This is an optimization exercise on Yosys and OpenROAD, whose aim is a short achievable clock period and few clock cycles, not a production implementation.
At most, simulation tests tie the RTL to the original design; equivalence was not proved.
Power figures rest on the tool's default switching activity, not on a simulated workload.

job 6456:
Design pcodec, start of the top module:
module pcodec (
  input  wire        clk,
  input  wire        rst,
  input  wire        start,
  input  wire [7:0]  op,
  input  wire [19:0] a_len,
  input  wire [19:0] out_cap,
  output wire        busy,
  output reg         done,
  output reg         fatal,
  output reg  [3:0]  err,
  output reg  [19:0] err_off,
  output reg  [19:0] out_len,
  output wire        in_re,
  output wire [19:0] in_addr,
  input  wire [7:0]  in_rdata,
  output reg         out_we,
  output reg  [19:0] out_addr,
  output reg  [7:0]  out_wdata
);
Size in the first run: roughly 5100 cells after synthesis, about 160 I/O pins.
clock: 10.0 ns
lec_check: 0
abc_clock_period_in_ps: 3000
cap_margin: 20
core_margin: 2
core_utilization: 65
setup_slack_margin: 5
slew_margin: 20
standard.sh (not shown) runs the stock make flow with config.mk's settings and CLKGATE_MAP_FILE= SYNTH_SCRIPT=/design/flow/synth_recipe.tcl, a recipe that flattens the netlist after the stock synthesis.
==> flow/flow/run.sh <==
#!/bin/bash
set -euo pipefail
bash standard.sh SETUP_SLACK_MARGIN=7 finish > standard.log 2>&1
Testbench counts of job 6456, summed over its fixed seeds: cycles 131,095.
Input changes introduced in job 8172 (baseline for comparison: job 6456):
- CORE_UTILIZATION changed from 65 to 55
### Flow results
Worst hold margin: job 8172 vs job 6456 down 0.0032 ns
Taking job 6456 as the reference point, the amount of wire on met3 after detailed routing of job 8172 falls by 3.4 mm.
Compared with job 6456, in job 8172 power share of the combinational group has decreased, sequential standard cell area has remained practically unchanged, number of distinct library cells after synthesis has remained practically unchanged, floorplan row count has increased, final non-filler cell area has increased.
Job 8172 | stages: all done | timing, DRC, antenna: all pass

---

pcodec, a different RTL version from the one above (not shown whole).
Size: roughly 1100 flip-flops, about 160 I/O pins.
clock: 10.0 ns
lec_check: 0
abc_clock_period_in_ps: 3000
cap_margin: 20
core_margin: 2
core_utilization: 40
setup_slack_margin: 5
slew_margin: 20
Scripts as last shown in full above: flow/flow/run.sh
The first run completed with no timing, DRC or antenna violations.
Testbench counts at the start, summed over its fixed seeds: cycles 131,191.
==> next run, changes <==
CORE_UTILIZATION = 55   (was 40)
Effect:
- The new run went through all stages and came out clean
- wire length shrinks slightly
- worst hold slack loses 8.3 ps
- first-iteration DRC count grows by about a fifth
- utilization grows by 18 points
- count of clock-buffer cells in the layout shrinks by 8
- via count hardly moves
- power grows by a few percent

---

Another version of the RTL of pcodec (not shown whole).
Size in the first run: ~4900 cells after synthesis, ~1000 flip-flops, about 160 I/O pins.
make LEC_CHECK=0 ABC_CLOCK_PERIOD_IN_PS=3000 CAP_MARGIN=20 CORE_MARGIN=2 CORE_UTILIZATION=40 SETUP_SLACK_MARGIN=5 SLEW_MARGIN=20 finish   # period 10.0 ns
run.sh (not shown) runs the stock make flow with config.mk's settings and CLKGATE_MAP_FILE= SYNTH_SCRIPT=/design/flow/synth_recipe.tcl, a recipe that flattens the netlist after the stock synthesis.
Stock flow here: none of the scripts above is used.
Edit:
- ABC_CLOCK_PERIOD_IN_PS: 3000 -> not set
- SETUP_SLACK_MARGIN: 5 -> not set
Effect:
- global-route usage rose by 0.14 points
- maximum frequency fell by a little under a tenth
- die area stays the same
- first-iteration DRC count rose slightly
- count of clock-buffer cells in the layout rose by 12
- utilization fell by 0.12 points
- cell count hardly moves
- power fell slightly
- wire length rose slightly
- non-clock buffer count fell by 2
- cell area barely changes
Function was not checked in any run of this note: the RTL went through the layout flow alone.

---

Another version of the RTL of pcodec (not shown whole).
Size: ~5,100 cells after synthesis, roughly 1,100 flip-flops, about 160 I/O pins, roughly 55,000 sq um of cells after synthesis.
## pcodec
module pcodec (
  input  wire        clk,
  input  wire        rst,
  input  wire        start,
  input  wire [7:0]  op,
  input  wire [19:0] a_len,
  input  wire [19:0] out_cap,
  output wire        busy,
  output reg         done,
  output reg         fatal,
  output reg  [3:0]  err,
  output reg  [19:0] err_off,
  output reg  [19:0] out_len,
  output wire        in_re,
  output wire [19:0] in_addr,
  input  wire [7:0]  in_rdata,
  output reg         out_we,
  output reg  [19:0] out_addr,
  output reg  [7:0]  out_wdata
);
Settings: LEC_CHECK=0, ABC_CLOCK_PERIOD_IN_PS=3000, CAP_MARGIN=20, CORE_MARGIN=2, CORE_UTILIZATION=65, CTS_CLUSTER_DIAMETER=30, CTS_CLUSTER_SIZE=12, SETUP_SLACK_MARGIN=5, SLEW_MARGIN=20; clock period 10.0 ns.
standard.sh (not shown) runs the stock make flow with config.mk's settings and CLKGATE_MAP_FILE= SYNTH_SCRIPT=/design/flow/synth_recipe.tcl, a recipe that flattens the netlist after the stock synthesis.
Scripts as last shown in full above: flow/flow/run.sh
The first run completed without violations.
Testbench counts at the start, summed over its fixed seeds: cycles 130,999.
Edit:
--- a/flow/config.mk
+++ b/flow/config.mk
@@ -10,5 +10,3 @@
 export CORE_MARGIN = 2
-export CORE_UTILIZATION = 65
-export CTS_CLUSTER_DIAMETER = 30
-export CTS_CLUSTER_SIZE = 12
+export CORE_UTILIZATION = 60
 export SETUP_SLACK_MARGIN = 5
Result:
- The changed run completed with no timing, DRC or antenna violations
- power decreases by 20%
- global-route usage decreases by 4.2 points
- final area decreases by 4.6%
- routed wire length decreases by 3.3%
- via count decreases by 4.0%
- register-to-register slack gets better by 0.14 ns
Edit:
--- a/flow/config.mk
+++ b/flow/config.mk
@@ -10,3 +10,3 @@
 export CORE_MARGIN = 2
-export CORE_UTILIZATION = 60
+export CORE_UTILIZATION = 65
 export SETUP_SLACK_MARGIN = 5
Effect:
- die area falls by 7.6%
- setup slack gets worse by 0.0061 ns
- area after synthesis stays the same

## what the ideal ports hide
In the flow no input, the clock included, has a driving cell. The finished layouts below were timed again as built, in two steps.
Step 1 assumes that a clkbuf_16 drives the clock port and a buf_2 every other input.
Step 2 also shifts input and output timing later by t, the mid clock arrival at the registers, as if the neighbouring blocks saw the same clock.
a / b / c = ideal / step 1 / step 2; a / b = the first two.
run	shift t [ns]	setup WS [ns]	worst data-port slew with drivers (ns)
job 6456	0.761	6.818 / 6.748 / 6.142	0.21
job 8172	0.796	6.782 / 6.700 / 6.231	0.10
the first run of note 2	0.824	6.615 / 6.534 / 6.120	0.09
the second run of note 2	0.778	6.688 / 6.611 / 6.123	0.12
the first run of note 3	0.784	5.666 / 5.666 / 5.104	0.07
the second run of note 3	0.776	5.294 / 5.294 / 4.599	0.06
the first run of note 4	0.849	6.651 / 6.579 / 5.963	0.31
the second run of note 4	0.783	6.763 / 6.687 / 6.077	0.29
the third run of note 4	0.753	6.757 / 6.690 / 6.143	0.27
After both steps every run listed still meets setup and hold. The setup slack of the second run of note 3, which loses most, moves by 0.000 ns with the drivers and by -0.695 ns with both steps.
